Source: an optimization exercise on an open RTL-to-GDS flow (aim: small area). Production flows keep margins and buffers that such runs may drop.
Function was checked by simulation only, so behaviour that the tests miss may differ from the original.
Power and IR drop assume default switching activity.

===== flow/config.mk =====
export PLATFORM = sky130hd
export DESIGN_NAME = mse_core
export DESIGN_NICKNAME = mse_core
export VERILOG_FILES = /design/flow/design.v
export SDC_FILE = /design/flow/constraint.sdc
export NUM_CORES = 4
export LEC_CHECK = 0
export CAP_MARGIN = 20
export CORE_MARGIN = 2
export CORE_UTILIZATION = 20
export PLACE_DENSITY = 0.4
export SLEW_MARGIN = 20

===== flow/run.sh =====
#!/bin/bash
# synth_recipe.tcl (not shown) runs the flow's synth.tcl, then flattens the netlist and writes it again
# the make line also repeats each setting of config.mk as NAME=value (left out here)
make -C /OpenROAD-flow-scripts/flow DESIGN_CONFIG=/design/flow/config.mk WORK_HOME=/design/flow/orfs CLKGATE_MAP_FILE= SYNTH_SCRIPT=/design/flow/synth_recipe.tcl finish

===== flow/constraint.sdc =====
create_clock -name core_clock -period 40.0 [get_ports {clk}]
set_input_delay 8.0000 -clock core_clock [delete_from_list [all_inputs] [get_ports {clk}]]
set_output_delay 8.0000 -clock core_clock [all_outputs]
set_load 0.01 [all_outputs]

===== flow/design.v =====
module mse_quantizer (
    input  wire [15:0] raw,
    output wire [4:0]  code       
);
    wire        neg = raw[15];
    wire [14:0] u   = raw[14:0] ^ {15{neg}};
    reg [3:0] lvl;
    integer k;
    always @* begin
        lvl = 4'd0;
        for (k = 1; k <= 12; k = k + 1)
            if ({1'b0, u} >= 16'(k * 2520) - {15'd0, neg}) lvl = 4'(k);
    end
    assign code = {neg, lvl};
endmodule
module mse_qlevel (
    input  wire [4:0]  code,
    output reg  [15:0] q
);
    reg [15:0] level;
    always @* begin
        case (code[3:0])
            4'd0:    level = 16'd0;
            4'd1:    level = 16'd1217;
            4'd2:    level = 16'd2507;
            4'd3:    level = 16'd3875;
            4'd4:    level = 16'd5323;
            4'd5:    level = 16'd6857;
            4'd6:    level = 16'd8483;
            4'd7:    level = 16'd10205;
            4'd8:    level = 16'd12029;
            4'd9:    level = 16'd13963;
            4'd10:   level = 16'd16011;
            4'd11:   level = 16'd18181;
            default: level = 16'd20480;
        endcase
        q = code[4] ? (16'd0 - level) : level;
    end
endmodule
module mse_core (
    input  wire        clk,
    input  wire        rst,
    input  wire        cmd_valid,
    output wire        cmd_ready,
    input  wire [31:0] cmd,
    output wire        rsp_valid,
    output wire [15:0] rsp,
    output wire        rsp_err
);
    localparam [3:0] OP_INIT = 4'h1, OP_SETFN = 4'h2, OP_SETMODE = 4'h3,
                     OP_SETPAR = 4'h4, OP_CPYPAR = 4'h5, OP_PROC = 4'h6,
                     OP_BUF = 4'h7, OP_CFG = 4'h8, OP_QNT = 4'h9,
                     OP_LEDF = 4'hA, OP_LEDN = 4'hB;
    localparam [2:0] RT_ZERO = 3'd0, RT_ERR = 3'd1, RT_QNT = 3'd2, RT_LEDF = 3'd3,
                     RT_LEDN = 3'd4, RT_PROC = 3'd5;
    logic [15:0][15:0] r;         
    logic [15:0]       rf;        
    logic [3:0]        ph;        
    logic [15:0]       p0, p1, p2, p3;
    logic [2:0]        func;
    logic              mode;
    logic [3:0]        idx;       
    logic [1:0]        fs;        
    logic [4:0]        lq;        
    logic              cp_act;    
    logic [1:0]        cp_nm1;    
    logic [1:0]        cp_k;      
    logic              cp_bad;
    logic [15:0]       cb0, cb1, cb2;    
    logic              busy;
    logic [4:0]        cnt;       
    logic [2:0]        rt;        
    logic              bmcfg;     
    logic              clr;       
    logic              pdec;      
    logic              pgate;     
    logic              stb;       
    logic [3:0]        chg;       
    assign cmd_ready = ~busy;
    wire is_r   = (func == 3'd0);
    wire is_pal = (func != 3'd0) & ~func[2];
    wire is_pw  = (func == 3'd1);
    wire is_pa  = (func == 3'd2);
    wire is_pc  = (func == 3'd3);
    wire is_bm  = func[2];
    wire is_ba  = (func == 3'd4);
    wire is_bb  = (func == 3'd5);
    wire is_bd  = (func == 3'd7);
    wire is_bab = is_ba | is_bb;      
    logic [15:0] e2, e3;
    always_comb begin
        e2 = p2;
        e3 = p3;
        if (mode) begin
            case (func)
                3'd0:    begin e2 = 16'h8000; e3 = 16'hC000; end
                3'd1:    begin e2 = 16'h8000; e3 = 16'h8000; end
                3'd2:    begin e2 = 16'h8000; e3 = 16'h2000; end
                3'd3:    begin e2 = p1;       e3 = 16'h8000; end
                3'd7:    begin e2 = p0;       e3 = 16'hFFFF; end
                default: begin e2 = p0;       e3 = p1;       end
            endcase
        end
    end
    wire [3:0]  c4     = p0[15:12];           
    wire [15:0] s1     = p1 ^ 16'h8000;
    wire [14:0] cmp_c  = p1[15:1];            
    wire [15:0] offs   = e2 ^ 16'h8000;
    wire [14:0] dcmp   = e2[15:1];            
    wire [14:0] metro  = e3[15:1];
    wire [2:0]  bcm1   = is_bb ? 3'd3 : (is_bd ? e3[15:13] : 3'd7);    
    wire [1:0]  bframe = is_bab ? fs : idx[3:2];
    wire        xfer = cmd_valid & ~busy;
    wire [3:0]  opc  = cmd[31:28];
    wire [7:0]  fa   = cmd[23:16];
    wire [15:0] imm  = cmd[15:0];
    wire        g1r  = fa[1];
    wire        g2   = fa[2];
    wire        g2r  = fa[3];
    logic legal;
    always_comb begin
        legal = 1'b0;
        if (cmd[27:24] == 4'd0) begin
            case (opc)
                OP_INIT:    legal = (imm == 16'd0);
                OP_SETFN:   legal = (fa[7:3] == 5'd0) && (imm == 16'd0);
                OP_SETMODE: legal = (fa[7:1] == 7'd0) && (imm == 16'd0);
                OP_SETPAR:  legal = (fa[7:2] == 6'd0);
                OP_CPYPAR:  legal = (fa[7:3] == 5'd0) && (imm == 16'd0) && (fa[2:0] <= 3'd4);
                OP_PROC:    legal = (imm == 16'd0);
                OP_BUF, OP_CFG, OP_LEDF, OP_LEDN:
                            legal = (fa == 8'd0) && (imm == 16'd0);
                OP_QNT:     legal = (fa == 8'd0);
                default:    legal = 1'b0;
            endcase
        end
    end
    wire hdr      = xfer & ~cp_act;
    wire cp_start = hdr & legal & (opc == OP_CPYPAR) & (fa[2:0] != 3'd0);
    wire dat      = xfer & cp_act;
    wire dat_last = dat & (cp_k == cp_nm1);
    wire dat_bad  = cp_bad | (cmd[31:16] != 16'd0);
    wire exec     = (hdr & ~cp_start) | dat_last;
    wire ok       = cp_act ? ~dat_bad : legal;
    wire [3:0] eop = cp_act ? OP_CPYPAR : opc;
    wire run      = exec & ok;
    function automatic logic flag_of(input logic [15:0] f, input logic [3:0] j, input logic [3:0] p);
        logic [3:0] s;
        s = j - p;
        flag_of = f[s];
    endfunction
    logic [2:0] rz_s;
    always_comb begin
        rz_s = idx[2:0];
        if (g1r) rz_s = rz_s + 3'd1;
        if (g2r) rz_s = 3'd0;
    end
    wire [3:0] pi_old = (idx > c4) ? 4'd0 : idx;
    wire [3:0] pi_new = g1r ? ((pi_old >= c4) ? 4'd0 : pi_old + 4'd1) : pi_old;
    wire       p_dec  = is_pc & g1r & ~fs[1];
    wire       p_gate = is_pw ? g2r : (g2 & ~(fs[0] & (idx == pi_new)));
    wire [1:0] p_fs   = {g2 | (~g1r & fs[1]), g2};
    logic [3:0] b_i, b_n, b_base;
    logic [1:0] b_fr;
    logic       b_flip;
    always_comb begin
        b_i    = ({1'b0, idx} > {2'b0, bcm1}) ? 4'd0 : idx;
        b_fr   = fs;
        b_flip = fs[0];
        b_n    = 4'd0;
        if (g2r) begin
            if (is_bab) begin
                if (is_bb) b_fr = (fs == 2'd2) ? 2'd0 : fs + 2'd1;
                else       b_fr = (fs == 2'd1) ? 2'd0 : fs + 2'd1;
            end else begin
                b_flip = ~fs[0];
                if (fs[0]) begin
                    b_n = (b_i >= {1'b0, bcm1}) ? 4'd0 : b_i + 4'd1;
                    if (flag_of(rf, b_n, ph)) b_n = 4'd0;
                    b_i = b_n;
                end
            end
        end
        b_base = is_bb ? {b_fr, 2'b00} : 4'd0;
        if (g1r) begin
            b_n = (b_i >= {1'b0, bcm1}) ? 4'd0 : b_i + 4'd1;
            if (flag_of(rf, b_base + b_n, ph)) b_n = 4'd0;
            b_i = b_n;
        end
    end
    wire [3:0] tgt = is_bb ? {fs, 2'b00} + idx : idx;
    wire        proc_ring = (rt == RT_PROC) & ~is_r;
    wire        stb_now   = stb | (ph == 4'd12);
    wire [3:0]  e_old     = (idx == 4'd0) ? c4 : idx - 4'd1;
    logic [15:0] wk;      
    always_comb begin
        case (ph[1:0])
            2'd0:    wk = p0;
            2'd1:    wk = p1;
            2'd2:    wk = e2;
            default: wk = e3;
        endcase
        wk = wk ^ 16'h8000;
    end
    wire slot_ok = ~(is_bd & (ph[1:0] == 2'd3));
    logic [15:0] v0, v1, v2;
    logic signed [16:0] dsum, gsum;
    always_comb begin
        v0   = r[0];
        dsum = $signed({2'b00, v0[14:0]}) - $signed({2'b00, dcmp});
        v1   = v0;
        if (pdec && ph == e_old) v1 = dsum[16] ? 16'd0 : dsum[15:0];
        gsum = $signed({1'b0, v1}) + (is_pa ? $signed({s1[15], s1}) : $signed({2'b00, cmp_c}));
        v2   = v1;
        if (pgate && ph == idx) begin
            if (is_pw)             v2 = s1;
            else if (gsum[16])     v2 = 16'd0;
            else if (gsum[15])     v2 = 16'h7FFF;
            else                   v2 = gsum[15:0];
        end
    end
    logic [15:0] hw;
    logic [3:0]  n_chg;
    always_comb begin
        hw    = r[0];
        n_chg = chg;
        if (busy) begin
            if (clr) hw = 16'd0;
            if (bmcfg && stb_now) begin
                if (ph[3:2] == 2'd3) begin
                    n_chg[ph[1:0]] = slot_ok & ((clr ? 16'd0 : r[0]) != wk);
                    if (slot_ok) hw = wk;
                end else if (ph[3:2] == bframe && chg[ph[1:0]]) begin
                    hw = wk;
                end
            end
            if (proc_ring & is_pal) hw = v2;
        end
    end
    wire hflag = hw[15] & (hw[14:10] == 5'd0) & (~hw[9] | (hw[8:0] == 9'd0));
    wire done  = (cnt[4] | (cnt == 5'd16)) & (~bmcfg | (stb_now & (ph == 4'd11)));
    assign rsp_valid = busy & (proc_ring ? (ph == tgt) : (cnt == 5'd16));
    assign rsp_err   = (rt == RT_ERR);
    wire [4:0]  qc_raw;
    mse_quantizer u_qnt (.raw((rt == RT_QNT) ? cb0 : r[0]), .code(qc_raw));
    wire [4:0]  qc    = {qc_raw[4] ^ (is_bm & ~is_bab & fs[0] & (rt == RT_PROC)), qc_raw[3:0]};
    wire [4:0]  qsel  = (rt == RT_LEDN) ? lq : qc;
    wire [15:0] qv;
    mse_qlevel u_qlv (.code(qsel), .q(qv));
    function automatic [7:0] rz_mask_a(input [4:0] sel);
        case (sel)
            5'd0: rz_mask_a = 8'b00000000;
            5'd1: rz_mask_a = 8'b00001000;
            5'd2: rz_mask_a = 8'b00001010;
            5'd3: rz_mask_a = 8'b00001011;
            5'd4: rz_mask_a = 8'b00001111;
            5'd5: rz_mask_a = 8'b10000000;
            5'd6: rz_mask_a = 8'b10001000;
            5'd7: rz_mask_a = 8'b10001010;
            5'd8: rz_mask_a = 8'b10001011;
            5'd9: rz_mask_a = 8'b10001111;
            5'd10: rz_mask_a = 8'b10100000;
            5'd11: rz_mask_a = 8'b10101000;
            5'd12: rz_mask_a = 8'b10101010;
            5'd13: rz_mask_a = 8'b10101011;
            5'd14: rz_mask_a = 8'b10101111;
            5'd15: rz_mask_a = 8'b10110000;
            5'd16: rz_mask_a = 8'b10111000;
            5'd17: rz_mask_a = 8'b10111010;
            5'd18: rz_mask_a = 8'b10111011;
            5'd19: rz_mask_a = 8'b10111111;
            5'd20: rz_mask_a = 8'b11110000;
            5'd21: rz_mask_a = 8'b11111000;
            5'd22: rz_mask_a = 8'b11111010;
            5'd23: rz_mask_a = 8'b11111011;
            5'd24: rz_mask_a = 8'b11111111;
            default: rz_mask_a = 8'b11111111;
        endcase
    endfunction
    function automatic [7:0] rz_mask_b(input [4:0] sel);
        case (sel)
            5'd0: rz_mask_b = 8'b00000000;
            5'd1: rz_mask_b = 8'b00000010;
            5'd2: rz_mask_b = 8'b00000101;
            5'd3: rz_mask_b = 8'b00000110;
            5'd4: rz_mask_b = 8'b00001101;
            5'd5: rz_mask_b = 8'b00100000;
            5'd6: rz_mask_b = 8'b00100010;
            5'd7: rz_mask_b = 8'b00100101;
            5'd8: rz_mask_b = 8'b00100110;
            5'd9: rz_mask_b = 8'b00101101;
            5'd10: rz_mask_b = 8'b01010000;
            5'd11: rz_mask_b = 8'b01010010;
            5'd12: rz_mask_b = 8'b01010101;
            5'd13: rz_mask_b = 8'b01010110;
            5'd14: rz_mask_b = 8'b01011101;
            5'd15: rz_mask_b = 8'b01100000;
            5'd16: rz_mask_b = 8'b01100010;
            5'd17: rz_mask_b = 8'b01100101;
            5'd18: rz_mask_b = 8'b01100110;
            5'd19: rz_mask_b = 8'b01101101;
            5'd20: rz_mask_b = 8'b11010000;
            5'd21: rz_mask_b = 8'b11010010;
            5'd22: rz_mask_b = 8'b11010101;
            5'd23: rz_mask_b = 8'b11010110;
            5'd24: rz_mask_b = 8'b11011101;
            default: rz_mask_b = 8'b11011101;
        endcase
    endfunction
    wire [20:0] sa_p = {5'd0, p0} * 21'd25;
    wire [20:0] sb_p = {5'd0, p1} * 21'd25;
    wire [7:0]  mska = rz_mask_a(sa_p[20:16]);
    wire [7:0]  mskb = rz_mask_b(sb_p[20:16]);
    wire [2:0]  rs   = idx[2:0];
    wire        ma   = mska[3'd7 - rs];
    wire        mb   = mskb[3'd7 - rs];
    wire [14:0] bal  = e2[15:1];
    wire [15:0] lvl  = e3 ^ 16'h8000;
    wire [15:0] ca   = ma ? {1'b0, bal ^ {15{~rs[2]}}} : 16'd0;
    wire [16:0] rsum = {1'b0, ca} + (mb ? {lvl[15], lvl} : 17'd0);
    wire [15:0] rz_out = (~rsum[16] & rsum[15]) ? 16'h7FFF : rsum[15:0];
    logic signed [15:0] px;
    logic signed [17:0] pacc;
    logic [14:0] pulse;
    always_comb begin
        if (idx == 4'd0)                                   pulse = metro;
        else if (c4[0] && {1'b0, idx} == ({1'b0, c4} + 5'd1) >> 1) pulse = {1'b0, metro[14:1]};
        else                                               pulse = 15'd0;
        pacc = $signed({{2{v2[15]}}, v2}) + $signed({{2{offs[15]}}, offs}) + $signed({3'b000, pulse});
        px   = $signed(v2);
        if (is_pw && $signed(s1) > $signed(v2)) px = $signed(s1);
        if (is_pa) begin
            if (pacc > 18'sd32767)       px = 16'sh7FFF;
            else if (pacc < -18'sd32768) px = 16'sh8000;
            else                         px = pacc[15:0];
        end
    end
    wire signed [18:0] p5 = $signed({{3{px[15]}}, px}) + $signed({px[15], px, 2'b00});
    wire [15:0] pal_out = p5[18:3];
    wire [7:0] ledf = is_bb ? ((bframe == 2'd0) ? 8'd85 : (bframe == 2'd1) ? 8'd170 : 8'd255)
                            : ((bframe == 2'd0) ? 8'd127 : 8'd255);
    logic [15:0] rsp_v;
    always_comb begin
        case (rt)
            RT_QNT:  rsp_v = qv;
            RT_LEDF: rsp_v = is_bm ? {8'd0, ledf} : 16'd0;
            RT_LEDN: rsp_v = is_bm ? {8'd0, ~qv[15], qv[14:8]} : 16'd0;
            RT_PROC: rsp_v = is_r ? rz_out : (is_pal ? pal_out : qv);
            default: rsp_v = 16'd0;
        endcase
    end
    assign rsp = rsp_v;
    always_ff @(posedge clk) begin
        ph <= ph + 4'd1;
        r  <= {hw, r[15:1]};
        rf <= {hflag, rf[15:1]};
    end
    wire [2:0] nfunc = (eop == OP_INIT) ? 3'd0 : (eop == OP_SETFN) ? fa[2:0] : func;
    always_ff @(posedge clk) begin
        if (rst) begin
            p0 <= 16'h8000; p1 <= 16'h8000; p2 <= 16'h8000; p3 <= 16'h8000;
            func <= 3'd0; mode <= 1'b0; idx <= 4'd0;
            cp_act <= 1'b0; busy <= 1'b0;
        end else begin
            if (xfer & (~cp_act | (cp_k == 2'd0))) cb0 <= imm;
            if (dat & (cp_k == 2'd1)) cb1 <= imm;
            if (dat & (cp_k == 2'd2)) cb2 <= imm;
            if (dat) begin
                cp_bad <= dat_bad;
                cp_k   <= cp_k + 2'd1;
                if (dat_last) cp_act <= 1'b0;
            end
            if (cp_start) begin
                cp_act <= 1'b1;
                cp_nm1 <= 2'(fa[2:0] - 3'd1);
                cp_k   <= 2'd0;
                cp_bad <= 1'b0;
            end
            if (busy) begin
                cnt <= cnt + 5'd1;
                chg <= n_chg;
                if (bmcfg & stb_now) stb <= 1'b1;
                if (rsp_valid & (rt == RT_PROC) & is_bm) lq <= qc;
                if (done) busy <= 1'b0;
            end
            if (exec) begin
                busy  <= 1'b1;
                cnt   <= 5'd1;
                stb   <= 1'b0;
                bmcfg <= 1'b0;
                clr   <= 1'b0;
                pdec  <= 1'b0;
                pgate <= 1'b0;
                rt    <= ok ? RT_ZERO : RT_ERR;
            end
            if (run) begin
                case (eop)
                    OP_INIT: begin
                        p0 <= 16'h8000; p1 <= 16'h8000; p2 <= 16'h8000; p3 <= 16'h8000;
                        mode <= 1'b0; func <= 3'd0; idx <= 4'd0;
                    end
                    OP_SETFN: begin
                        func <= fa[2:0]; idx <= 4'd0; fs <= 2'd0; lq <= 5'd0;
                        clr  <= (fa[2:0] != 3'd0);
                    end
                    OP_SETMODE: mode <= fa[0];
                    OP_SETPAR: begin
                        case (fa[1:0])
                            2'd0: p0 <= imm;
                            2'd1: p1 <= imm;
                            2'd2: p2 <= imm;
                            default: p3 <= imm;
                        endcase
                    end
                    OP_CPYPAR: begin
                        if (cp_act) begin
                            p0 <= (cp_nm1 == 2'd0) ? imm : cb0;
                            if (cp_nm1 >= 2'd1) p1 <= (cp_nm1 == 2'd1) ? imm : cb1;
                            if (cp_nm1 >= 2'd2) p2 <= (cp_nm1 == 2'd2) ? imm : cb2;
                            if (cp_nm1 == 2'd3) p3 <= imm;
                        end
                    end
                    OP_PROC: begin
                        rt <= RT_PROC;
                        if (is_r) idx <= {1'b0, rz_s};
                        else if (is_pal) begin
                            idx   <= pi_new;
                            fs    <= p_fs;
                            pdec  <= p_dec;
                            pgate <= p_gate;
                        end else begin
                            idx <= b_i;
                            fs  <= is_bab ? b_fr : {1'b0, b_flip};
                        end
                    end
                    OP_QNT:  rt <= RT_QNT;
                    OP_LEDF: rt <= RT_LEDF;
                    OP_LEDN: rt <= RT_LEDN;
                    default: ;
                endcase
                case (eop)
                    OP_SETFN, OP_SETMODE, OP_SETPAR, OP_CPYPAR, OP_CFG:
                        bmcfg <= nfunc[2];
                    default: ;
                endcase
            end
        end
    end
endmodule

==> results of run 1 <==
[per-stage QoR]
stage	util	setup WS [ps]	total power (uW)	hold WS, ps	cell area, um^2
finish	0.231	17600	1070	320	33600
floorplan	-	21330	572	310	29200
global route	0.231	16650	1120	327	33600
CTS	0.231	17850	1090	319	33600
detailed placement	0.220	18560	629	312	32000
global placement	0.220	18680	630	310	32000
[cell type report]
cell class | instances | area share
flip-flops and latches | 427 | 0.277
clock buffers | 65 | 0.0403
diodes | 2 | 0.000149
well taps | 1917 | 0.0713
clock inverters | 24 | 0.00837
repair buffers | 126 | 0.0319
inverters | 242 | 0.0270
multi-input cells | 2516 | 0.544
[path summary, 6_finish.rpt]
path | from | endpoint | slack (ps)
worst max-delay path | func[0]$_SDFFE_PP0P_ | rsp[13] | 17600
worst min-delay path | r[44]$_DFF_P_ | r[28]$_DFF_P_ | 320
worst min register to register | r[44]$_DFF_P_ | r[28]$_DFF_P_ | 320
worst max register to register | func[2]$_SDFFE_PP0P_ | idx[3]$_SDFFE_PP0P_ | 29370
[sequential cells by signal, indices dropped and copies added (netlist names), 3 cells and up]
signal	count
p2	16
p1	16
cb2	16
rf	16
func	3
r	256
rt	3
cnt	5
p3	16
lq	5
p0	16
idx	4
cb0	16
cb1	16
ph	4
chg	4
[worst max-delay path: cells and delay by family (launching register included)]
family          cells  cell delay [ps]
fa+ha+maj           6             2530
simple gates       10             1830
flops               1              650
buf+inv             4              960
compound gates     29             7610
xor+xnor            1              140
[synthesized netlist by cell type, types with 33 or more instances]
cell type / number / area [um^2]
a22o_1: 63 / 552
o21ai_0: 178 / 891
a211oi_1: 43 / 323
nand3_1: 70 / 350
nand2b_1: 35 / 219
clkbuf_1: 155 / 582
nor2b_1: 33 / 206
ha_1: 259 / 3240
nor2_1: 259 / 972
mux2i_1: 91 / 911
a21oi_1: 245 / 1230
a21o_1: 50 / 375
o21a_1: 35 / 263
nand2_1: 284 / 1070
nor3_1: 57 / 285
xnor2_1: 82 / 718
nand4_1: 35 / 219
inv_1: 237 / 890
a31oi_1: 43 / 269
edfxtp_1: 77 / 2310
xor2_1: 58 / 508
dfxtp_1: 350 / 7010
fa_1: 43 / 861
[logic make-up (layout without fill, tap and decap cells)]
group,after synthesis,in the layout,synth area share
AO/OA/AOI/OAI,991,991,0.233
AND/OR/NAND/NOR,963,963,0.160
buffers and inverters,440,457,0.0586
flip-flops,427,427,0.319
adder cells (fa/ha/maj),302,302,0.140
XOR/XNOR,141,141,0.0425
multiplexers,119,119,0.0463
other,0,2,0
[layer usage]
metal	vias to the layer above	GRT usage	share of wire
li1	12277	-	-
met1	12650	0.222	0.48
met2	795	0.235	0.43
met3	153	0.0192	0.052
met4	6	0.0530	0.035
met5	-	0	0.00032
[report_power, final]
group / internal [uW] / switching [uW]
Clock: 262 / 188
Combinational: 53.8 / 98.1
Sequential: 461 / 9.32
==> notes.md, run 1 <==
* Status: finished clean
* Max-slew violation count at 0
* Placer congestion estimate at approximately 0.94
* Total gr overflow at 0
* Data required, critical path at 32000 ps
* Slowest stage delay, CP at 800 ps
* R2R depth at 34
* Clock slew at reported path FFs at about 60 ps
* PortBufs at 53
* Die area at 149000 um^2
* Number of synthesized flops with an enable pin at 77
* Dpl hpwl at 90200 um
* Clk latency of the worst-skew pair at 620 ps
* Crit path DAT at ~14000 ps
* Max cap viols at 0
* WL final at 117000 um
* Mapped Avg Cell Area at 8.64 um^2
* Final worst-path cycle share at 0.560
* CTS Hold Buffers Added at 0
* Via/cell ratio at a little under 5
* First-pass GRT wire length at 171000 um
* Worst setup EP type: primary output
* Multi-input gate area at 18300 um^2
* Worst path slowest cell: o211ai_1
* Pleak at between 0.01 and 0.015 uW
* Initial antenna violation count at 3
* Synth unique cells at 111
* Post-synth top flop: dfxtp_1
* Die width at 386 um
* H-tree depth at 2
* TritonCTS Buffers at 48
* Root cell of the clock tree: clkbuf_16
* Min Tclk post-route at about 22000 ps
* Layout cells sized above 1 at 0.0774
* Fin cells at approximately 5300
* #FFs+latches synth at roughly 430
* Most frequent cells in the layout: dfxtp_1 (348), nand2_1 (284), ha_1 (259), nor2_1 (258), a21oi_1 (243)
* Max Fclk at ~45 MHz
* Io pins at 54
* Fillers at 15928
* CTS tree: done
* Setup bufs post-CTS at 0
* Endpoints failing setup at 0
* Post-CTS sizing at 0
* Final antenna-violating net count at 0
* HP Class: reg -> reg
* Final clock skew at 23.4 ps
* 1st-iter DRT viols at 2450
* Drt pass-1 iters at 6
* Clk sinks at between 400 and 500
* Most common cell after layout, fill and taps aside: dfxtp_1
* Synthesized instance count at 3383
* DRC at 0
* Die height at 386 um
* Worst-Margin Slew at ~1100 ps
* Largest net degree at the start of global routing at 72
* Power density cells at between 30 and 40 nW/um^2
* Startpoint types: register
* Global-route usage over all layers at 0.154
* Ys Warns at 3
* Maximum vdd ir drop at approximately 26 uV
* RSZ-0062 raised after global routing: false
* Worst path most repeated cell: a21oi_1
* Row count at 140
* CP max FO at 15
* Placed cell count at between 5000 and 6000
* Critical path type: reg -> out
* TNS Setup at 0 ps
* Vias at 25881
* Max clock buf depth at 3
* Fin nets at 3698
* Share of synthesized registers carrying an async set or reset at 0
* Worst Hold Depth at 0
* Slew headroom at 0.259
* Synth Net Count at between 3000 and 4000
* Area grow syn2layout at 15.1%
* Vias in the first global route at 24333
* Register Area at approximately 9300 um^2
* Core area at 145000 um^2
* Routed len/inst at around 22 um
* Synthesized cell area at 29200 um^2
* Fin. Hold Viols at 0
* Sequential share of the synthesized area at 0.319
* Initial core utilization at 0.201
==> run 2: changes to the inputs <==
--- a/flow/design.v
+++ b/flow/design.v
@@ -5,4 +5,14 @@
     wire        neg = raw[15];
     wire [14:0] u   = raw[14:0] ^ {15{neg}};
+    function automatic uge15(input [14:0] a, input [14:0] b);
+        reg c;
+        integer i;
+        begin
+            c = 1'b1;
+            for (i = 0; i < 15; i = i + 1)
+                c = (a[i] & ~b[i]) | (c & ~(a[i] ^ b[i]));
+            uge15 = c;
+        end
+    endfunction
     reg [3:0] lvl;
     integer k;
@@ -10,5 +20,5 @@
         lvl = 4'd0;
         for (k = 1; k <= 12; k = k + 1)
-            if ({1'b0, u} >= 16'(k * 2520) - {15'd0, neg}) lvl = 4'(k);
+            if (uge15(u, neg ? 15'(k * 2520 - 1) : 15'(k * 2520))) lvl = 4'(k);
     end
     assign code = {neg, lvl};
@@ -18,22 +28,35 @@
     output reg  [15:0] q
 );
-    reg [15:0] level;
     always @* begin
-        case (code[3:0])
-            4'd0:    level = 16'd0;
-            4'd1:    level = 16'd1217;
-            4'd2:    level = 16'd2507;
-            4'd3:    level = 16'd3875;
-            4'd4:    level = 16'd5323;
-            4'd5:    level = 16'd6857;
-            4'd6:    level = 16'd8483;
-            4'd7:    level = 16'd10205;
-            4'd8:    level = 16'd12029;
-            4'd9:    level = 16'd13963;
-            4'd10:   level = 16'd16011;
-            4'd11:   level = 16'd18181;
-            default: level = 16'd20480;
+        case (code)
+            5'd0: q = 16'h0000;
+            5'd1: q = 16'h04C1;
+            5'd2: q = 16'h09CB;
+            5'd3: q = 16'h0F23;
+            5'd4: q = 16'h14CB;
+            5'd5: q = 16'h1AC9;
+            5'd6: q = 16'h2123;
+            5'd7: q = 16'h27DD;
+            5'd8: q = 16'h2EFD;
+            5'd9: q = 16'h368B;
+            5'd10: q = 16'h3E8B;
+            5'd11: q = 16'h4705;
+            5'd12: q = 16'h5000;
+            5'd16: q = 16'h0000;
+            5'd17: q = 16'hFB3F;
+            5'd18: q = 16'hF635;
+            5'd19: q = 16'hF0DD;
+            5'd20: q = 16'hEB35;
+            5'd21: q = 16'hE537;
+            5'd22: q = 16'hDEDD;
+            5'd23: q = 16'hD823;
+            5'd24: q = 16'hD103;
+            5'd25: q = 16'hC975;
+            5'd26: q = 16'hC175;
+            5'd27: q = 16'hB8FB;
+            5'd28: q = 16'hB000;
+            5'd13, 5'd14, 5'd15: q = 16'h5000;
+            default: q = 16'hB000;
         endcase
-        q = code[4] ? (16'd0 - level) : level;
     end
 endmodule
@@ -48,4 +71,25 @@
     output wire        rsp_err
 );
+    function automatic [21:0] radd(input [21:0] a, input [21:0] b, input ci);
+        logic c;
+        c = ci;
+        for (int i = 0; i < 22; i++) begin
+            radd[i] = a[i] ^ b[i] ^ c;
+            c = (a[i] & b[i]) | (c & (a[i] ^ b[i]));
+        end
+    endfunction
+    function automatic logic uge(input [15:0] a, input [15:0] b);
+        logic c;
+        c = 1'b1;
+        for (int i = 0; i < 16; i++)
+            c = (a[i] & ~b[i]) | (c & ~(a[i] ^ b[i]));
+        uge = c;
+    endfunction
+    function automatic [3:0] inc4(input [3:0] a);
+        inc4 = radd({18'd0, a}, 22'd0, 1'b1);
+    endfunction
+    function automatic [3:0] dec4(input [3:0] a);
+        dec4 = radd({18'd0, a}, {18'd0, 4'hF}, 1'b0);
+    endfunction
     localparam [3:0] OP_INIT = 4'h1, OP_SETFN = 4'h2, OP_SETMODE = 4'h3,
                      OP_SETPAR = 4'h4, OP_CPYPAR = 4'h5, OP_PROC = 4'h6,
@@ -147,5 +191,5 @@
     function automatic logic flag_of(input logic [15:0] f, input logic [3:0] j, input logic [3:0] p);
         logic [3:0] s;
-        s = j - p;
+        s = radd({18'd0, j}, {18'd0, ~p}, 1'b1);
         flag_of = f[s];
     endfunction
@@ -153,17 +197,17 @@
     always_comb begin
         rz_s = idx[2:0];
-        if (g1r) rz_s = rz_s + 3'd1;
+        if (g1r) rz_s = inc4({1'b0, rz_s});
         if (g2r) rz_s = 3'd0;
     end
-    wire [3:0] pi_old = (idx > c4) ? 4'd0 : idx;
-    wire [3:0] pi_new = g1r ? ((pi_old >= c4) ? 4'd0 : pi_old + 4'd1) : pi_old;
+    wire [3:0] pi_old = uge({12'd0, c4}, {12'd0, idx}) ? idx : 4'd0;
+    wire [3:0] pi_new = g1r ? (uge({12'd0, pi_old}, {12'd0, c4}) ? 4'd0 : inc4(pi_old)) : pi_old;
     wire       p_dec  = is_pc & g1r & ~fs[1];
     wire       p_gate = is_pw ? g2r : (g2 & ~(fs[0] & (idx == pi_new)));
     wire [1:0] p_fs   = {g2 | (~g1r & fs[1]), g2};
-    logic [3:0] b_i, b_n, b_base;
+    logic [3:0] b_i, b_n;
     logic [1:0] b_fr;
     logic       b_flip;
     always_comb begin
-        b_i    = ({1'b0, idx} > {2'b0, bcm1}) ? 4'd0 : idx;
+        b_i    = uge({13'd0, bcm1}, {12'd0, idx}) ? idx : 4'd0;
         b_fr   = fs;
         b_flip = fs[0];
@@ -171,10 +215,10 @@
         if (g2r) begin
             if (is_bab) begin
-                if (is_bb) b_fr = (fs == 2'd2) ? 2'd0 : fs + 2'd1;
-                else       b_fr = (fs == 2'd1) ? 2'd0 : fs + 2'd1;
+                if (is_bb) b_fr = (fs == 2'd0) ? 2'd1 : (fs == 2'd1) ? 2'd2 : 2'd0;
+                else       b_fr = (fs == 2'd0) ? 2'd1 : 2'd0;
             end else begin
                 b_flip = ~fs[0];
                 if (fs[0]) begin
-                    b_n = (b_i >= {1'b0, bcm1}) ? 4'd0 : b_i + 4'd1;
+                    b_n = uge({12'd0, b_i}, {13'd0, bcm1}) ? 4'd0 : inc4(b_i);
                     if (flag_of(rf, b_n, ph)) b_n = 4'd0;
                     b_i = b_n;
@@ -182,15 +226,14 @@
             end
         end
-        b_base = is_bb ? {b_fr, 2'b00} : 4'd0;
         if (g1r) begin
-            b_n = (b_i >= {1'b0, bcm1}) ? 4'd0 : b_i + 4'd1;
-            if (flag_of(rf, b_base + b_n, ph)) b_n = 4'd0;
+            b_n = uge({12'd0, b_i}, {13'd0, bcm1}) ? 4'd0 : inc4(b_i);
+            if (flag_of(rf, is_bb ? {b_fr, b_n[1:0]} : b_n, ph)) b_n = 4'd0;
             b_i = b_n;
         end
     end
-    wire [3:0] tgt = is_bb ? {fs, 2'b00} + idx : idx;
+    wire [3:0] tgt = is_bb ? {fs, idx[1:0]} : idx;
     wire        proc_ring = (rt == RT_PROC) & ~is_r;
     wire        stb_now   = stb | (ph == 4'd12);
-    wire [3:0]  e_old     = (idx == 4'd0) ? c4 : idx - 4'd1;
+    wire [3:0]  e_old     = (idx == 4'd0) ? c4 : dec4(idx);
     logic [15:0] wk;      
     always_comb begin
@@ -205,15 +248,15 @@
     wire slot_ok = ~(is_bd & (ph[1:0] == 2'd3));
     logic [15:0] v0, v1, v2;
-    logic signed [16:0] dsum, gsum;
+    logic [21:0] dsum, gsum;
     always_comb begin
         v0   = r[0];
-        dsum = $signed({2'b00, v0[14:0]}) - $signed({2'b00, dcmp});
+        dsum = radd({7'd0, v0[14:0]}, ~{7'd0, dcmp}, 1'b1);
         v1   = v0;
-        if (pdec && ph == e_old) v1 = dsum[16] ? 16'd0 : dsum[15:0];
-        gsum = $signed({1'b0, v1}) + (is_pa ? $signed({s1[15], s1}) : $signed({2'b00, cmp_c}));
+        if (pdec && ph == e_old) v1 = dsum[21] ? 16'd0 : dsum[15:0];
+        gsum = radd({7'd0, v1[14:0]}, is_pa ? {{6{s1[15]}}, s1} : {7'd0, cmp_c}, 1'b0);
         v2   = v1;
         if (pgate && ph == idx) begin
             if (is_pw)             v2 = s1;
-            else if (gsum[16])     v2 = 16'd0;
+            else if (gsum[21])     v2 = 16'd0;
             else if (gsum[15])     v2 = 16'h7FFF;
             else                   v2 = gsum[15:0];
@@ -308,34 +351,30 @@
         endcase
     endfunction
-    wire [20:0] sa_p = {5'd0, p0} * 21'd25;
-    wire [20:0] sb_p = {5'd0, p1} * 21'd25;
+    wire [21:0] sa_p = radd(radd({2'd0, p0, 4'd0}, {3'd0, p0, 3'd0}, 1'b0), {6'd0, p0}, 1'b0);
+    wire [21:0] sb_p = radd(radd({2'd0, p1, 4'd0}, {3'd0, p1, 3'd0}, 1'b0), {6'd0, p1}, 1'b0);
     wire [7:0]  mska = rz_mask_a(sa_p[20:16]);
     wire [7:0]  mskb = rz_mask_b(sb_p[20:16]);
     wire [2:0]  rs   = idx[2:0];
-    wire        ma   = mska[3'd7 - rs];
-    wire        mb   = mskb[3'd7 - rs];
+    wire        ma   = mska[~rs];
+    wire        mb   = mskb[~rs];
     wire [14:0] bal  = e2[15:1];
     wire [15:0] lvl  = e3 ^ 16'h8000;
     wire [15:0] ca   = ma ? {1'b0, bal ^ {15{~rs[2]}}} : 16'd0;
-    wire [16:0] rsum = {1'b0, ca} + (mb ? {lvl[15], lvl} : 17'd0);
-    wire [15:0] rz_out = (~rsum[16] & rsum[15]) ? 16'h7FFF : rsum[15:0];
-    logic signed [15:0] px;
-    logic signed [17:0] pacc;
     logic [14:0] pulse;
     always_comb begin
-        if (idx == 4'd0)                                   pulse = metro;
-        else if (c4[0] && {1'b0, idx} == ({1'b0, c4} + 5'd1) >> 1) pulse = {1'b0, metro[14:1]};
-        else                                               pulse = 15'd0;
-        pacc = $signed({{2{v2[15]}}, v2}) + $signed({{2{offs[15]}}, offs}) + $signed({3'b000, pulse});
-        px   = $signed(v2);
-        if (is_pw && $signed(s1) > $signed(v2)) px = $signed(s1);
-        if (is_pa) begin
-            if (pacc > 18'sd32767)       px = 16'sh7FFF;
-            else if (pacc < -18'sd32768) px = 16'sh8000;
-            else                         px = pacc[15:0];
-        end
-    end
-    wire signed [18:0] p5 = $signed({{3{px[15]}}, px}) + $signed({px[15], px, 2'b00});
+        if (idx == 4'd0)                                  pulse = metro;
+        else if (c4[0] && idx == inc4({1'b0, c4[3:1]})) pulse = {1'b0, metro[14:1]};
+        else                                              pulse = 15'd0;
+    end
+    wire [21:0] wcmp = radd({{6{v2[15]}}, v2}, ~{{6{s1[15]}}, s1}, 1'b1);    
+    wire [15:0] op1  = is_r ? ca : ((is_pw & wcmp[21]) ? s1 : v2);
+    wire [15:0] op2  = is_r ? (mb ? lvl : 16'd0) : (is_pa ? offs : 16'd0);
+    wire [14:0] op3  = (is_pa & ~is_r) ? pulse : 15'd0;
+    wire [21:0] acc  = radd(radd({{6{op1[15]}}, op1}, {{6{op2[15]}}, op2}, 1'b0), {7'd0, op3}, 1'b0);
+    wire [15:0] x16  = (~acc[21] & (acc[16] | acc[15])) ? 16'h7FFF :
+                       ( acc[21] & ~(acc[16] & acc[15])) ? 16'h8000 : acc[15:0];
+    wire [21:0] p5   = radd({{6{x16[15]}}, x16}, {{4{x16[15]}}, x16, 2'b00}, 1'b0);
     wire [15:0] pal_out = p5[18:3];
+    wire [15:0] rz_out  = x16;
     wire [7:0] ledf = is_bb ? ((bframe == 2'd0) ? 8'd85 : (bframe == 2'd1) ? 8'd170 : 8'd255)
                             : ((bframe == 2'd0) ? 8'd127 : 8'd255);
@@ -352,5 +391,5 @@
     assign rsp = rsp_v;
     always_ff @(posedge clk) begin
-        ph <= ph + 4'd1;
+        ph <= inc4(ph);
         r  <= {hw, r[15:1]};
         rf <= {hflag, rf[15:1]};
@@ -368,15 +407,15 @@
             if (dat) begin
                 cp_bad <= dat_bad;
-                cp_k   <= cp_k + 2'd1;
+                cp_k   <= inc4({2'b0, cp_k});
                 if (dat_last) cp_act <= 1'b0;
             end
             if (cp_start) begin
                 cp_act <= 1'b1;
-                cp_nm1 <= 2'(fa[2:0] - 3'd1);
+                cp_nm1 <= dec4({1'b0, fa[2:0]});
                 cp_k   <= 2'd0;
                 cp_bad <= 1'b0;
             end
             if (busy) begin
-                cnt <= cnt + 5'd1;
+                cnt <= radd({17'd0, cnt}, 22'd0, 1'b1);
                 chg <= n_chg;
                 if (bmcfg & stb_now) stb <= 1'b1;
--- a/flow/config.mk
+++ b/flow/config.mk
@@ -6,7 +6,8 @@
 export NUM_CORES = 4
 export LEC_CHECK = 0
+export ABC_AREA = 1
 export CAP_MARGIN = 20
 export CORE_MARGIN = 2
-export CORE_UTILIZATION = 20
-export PLACE_DENSITY = 0.4
+export CORE_UTILIZATION = 45
+export PLACE_DENSITY = 0.6
 export SLEW_MARGIN = 20
==> run 2 against run 1 <==
Still clean on timing, DRC and antenna. Design area is 19% lower. Count of clock-buffer cells in the layout is 1 higher. Highest routed layer is now met4. Critical endpoint unchanged. Maximum frequency is 42% lower. Largest cell class unchanged. Utilization is 27 points higher. Area after synthesis is 17% lower.
==> notes.md, run 2 <==
* Status: finished clean
* Sequential share of the synthesized area at 0.384
* Io pins at 54
* Synth Net Count at 3248
* Final worst-path cycle share at 0.958
* Die area at 55800 um^2
* Count leader, synth: nand2_1
* Max clock buf depth at 3
* Top-area cell type share of the netlist area at 0.289
* CTS Hold Buffers Added at 0
* Routed len/inst at between 20 and 25 um
* Largest net degree at the start of global routing at 77
* Data required, critical path at 32000 ps
* Vias in the first global route at 20354
* Global-route usage over all layers at 0.298
* Root cell of the clock tree: clkbuf_16
* 1st-iter DRT viols at 2320
* Min Tclk post-route at 38320 ps
* Worst path most repeated cell: fa_1
* Startpoint types: register
* Dominant cells by area after synthesis: dfxtp_1 (29%), edfxtp_1 (9.5%), fa_1 (8.7%), o21ai_0 (7.8%), nand2_1 (7.7%)
* Critical path type: reg -> out
* Worst Setup SP: func[2]$_SDFFE_PP0P_
* GRT Max-Usage Layer: met2
* Number of synthesized flops with an enable pin at 77
* Family with the most delay on the worst path: adder cells
* #FFs+latches synth at 427
* Endpoints failing setup at 0
* M1 GR Usage at 0.411
* Max-slew violation count at 0
* Min-delay src: r[156]$_DFF_P_
* Max Fclk at approximately 26 MHz
* Die width at 236 um
* Dpl hpwl at 64900 um
* TritonCTS Buffers at 46
* Clk sinks at 427
* Met3 Use GR at 0.0397
* Area grow syn2layout at 11.6%
* WL final at around 84000 um
* CP bufs+invs at 20
* RSZ-0062 raised after global routing: false
* Worst path slowest cell: dfxtp_2
* Ys Warns at 3
* Core area at 53600 um^2
* TNS Setup at 0 ps
* Max cap viols at 0
* Most common cell after layout, fill and taps aside: nand2_1
* Critical R2R Launch: func[2]$_SDFFE_PP0P_
* GR Util met2 at 0.476
* Initial core utilization at 0.453
* Post-Route Utilization at 0.505
* Power density cells at 42.0 nW/um^2
* Top post-synthesis cells by count: nand2_1 (497), inv_1 (382), o21ai_0 (378)
* Share of synthesized registers carrying an async set or reset at 0
* Row count at 85
* First-pass GRT wire length at 126000 um
* Placer congestion estimate at 1.03
* CP max FO at 21
* Pleak at 0.0117 uW
* HP Class: reg -> reg
* Synthesized instance count at 2991
* Total gr overflow at 0
* Worst setup EP type: primary output
* PortBufs at 53
* DRC at 0
* Mapped Avg Cell Area at 8.12 um^2
* Slew headroom at 0.217
* Synthesized cell area at around 24000 um^2
* Die height at 236 um
* Worst-Margin Slew at 1170 ps
* Fillers at 5192
* CTS tree: done
* Layout cells sized above 1 at 0.0666
* Initial antenna violation count at 0
* Max reg flops at 256
* Via/cell ratio at 5.81
* Most frequent cells in the layout: nand2_1 (495), inv_1 (381), o21ai_0 (377), dfxtp_1 (349), a21oi_1 (205)
* Crit path DAT at 30320 ps
* Drt pass-1 iters at 5
* Post-synth top flop: dfxtp_1
* Synth unique cells at between 60 and 70
* H-tree depth at 2
* Clock slew at reported path FFs at roughly 60 ps
* Vias at 21760
* Final clock skew at 27.9 ps
* Final antenna-violating net count at 0
* Fin nets at 3269
* Clk latency of the worst-skew pair at roughly 600 ps
* Maximum vdd ir drop at roughly 38 uV
* Slowest stage delay, CP at 680 ps
* Fin. Hold Viols at 0
* Post-synth top area cell: dfxtp_1
* Top reg by flops: r
[run 2: cell types whose count changed in the layout (fill, tap and decap cells not counted), moves of 63 or more]
cell,change
nand2_1,+211
o21ai_0,+199
inv_1,+144
ha_1,-142
mux2i_1,-90
nor2_1,-77
a22o_1,-63
xnor2_1,-63
[run 2: worst paths after layout]
path              depth (start not counted)  slack, ps              to
setup / recovery                        134       1680         rsp[13]
hold / removal                            0        320  r[140]$_DFF_P_
setup reg to reg                         57      25260  rf[15]$_DFF_P_
hold reg to reg                           0        320  r[140]$_DFF_P_
[run 2: layout make-up]
class                           count  area, um^2  area share
Antenna cell                        1        2.50   0.0000924
Sequential cell                   427        9320       0.344
Multi-Input combinational cell   2026       12900       0.476
Inverter                          405        1520      0.0561
Clock buffer                       66        1340      0.0494
Tap cell                          696         871      0.0321
Timing Repair Buffer              106         926      0.0342
Clock inverter                     19         203     0.00748
[run 2: through the flow]
step | worst slack, ps | power (uW) | area, um^2 | std cells | hold slack, ps
after CTS | 1090 | 1150 | 27100 | 3743 | 322
after floorplan | 5400 | 648 | 24300 | 2991 | 310
after global routing | 72.0 | 1190 | 27100 | 3745 | 319
after global placement | 2240 | 722 | 25500 | 3658 | 310
after detailed placement | 1730 | 723 | 25500 | 3658 | 312
final | 1680 | 1140 | 27100 | 3746 | 320
[run 2: worst register-to-register path, delay by kind of cell, from the launching register on]
family	cells	cell delay, ps
AO/OA/AOI/OAI	7	1490
flip-flops	1	680
buffers and inverters	10	1130
adder cells (fa/ha/maj)	31	9710
AND/OR/NAND/NOR	9	1660
[run 2: timing repair]
action,4_1_cts,5_1_grt
setup endpoints to repair,0,5
buffers inserted,0,0
gates resized for setup,0,4
[run 2: kinds of logic (layout without fill, tap and decap cells)]
family / count (synthesis) / after routing / share of synthesized area
flip-flops: 427 / 427 / 0.384
XOR/XNOR: 50 / 50 / 0.0190
AO/OA/AOI/OAI: 865 / 865 / 0.209
adder cells (fa/ha/maj): 222 / 222 / 0.147
AND/OR/NAND/NOR: 888 / 888 / 0.155
buffers and inverters: 538 / 596 / 0.0857
multiplexers: 1 / 1 / 0.000412
other: 0 / 1 / 0
[run 2: per-layer routing]
layer | routed length [um] | up-vias | share of wire
met5 | 0 | - | 0
met4 | 3510 | 0 | 0.042
met3 | 6310 | 157 | 0.075
met2 | 38200 | 1028 | 0.45
met1 | 36400 | 10464 | 0.43
li1 | - | 10111 | -
[run 2: report_power, final]
group | switching [uW] | internal (uW) | leakage (uW)
clock network | 178 | 244 | 0.000753
registers | 17.1 | 490 | 0.00362
logic | 145 | 64.9 | 0.00736
total | 340 | 799 | 0.0117

-- static timing again, ports no longer ideal --
How much do the figures lean on ideal ports? The routed layouts below were timed once more, with nothing changed but the port constraints. Step 1: set_driving_cell puts a clkbuf_16 on clk and a buf_2 on each other input, an assumption about the parent block. Step 2 times the ports against the registers' clock, not the clock port: input delays grow and output delays shrink by t, the midpoint of the rising clock arrivals with the driver on. a / b / c = ideal ports / drivers / drivers and shift; a / b = the first two.
| run | t (ns) | setup slack, ns | hold slack, ns | slew at the worst register clock pin (ns) | cell pins on the clock port's net |
|---|---|---|---|---|---|
| run 1 | 0.680 | 17.601 / 17.531 / 18.211 | 0.320 / 0.320 / 0.320 | 0.07 / 0.07 | 1 |
| run 2 | 0.641 | 1.683 / 1.625 / 2.266 | 0.320 / 0.320 / 0.320 | 0.07 / 0.07 | 1 |
After both steps every run listed still meets setup and hold.
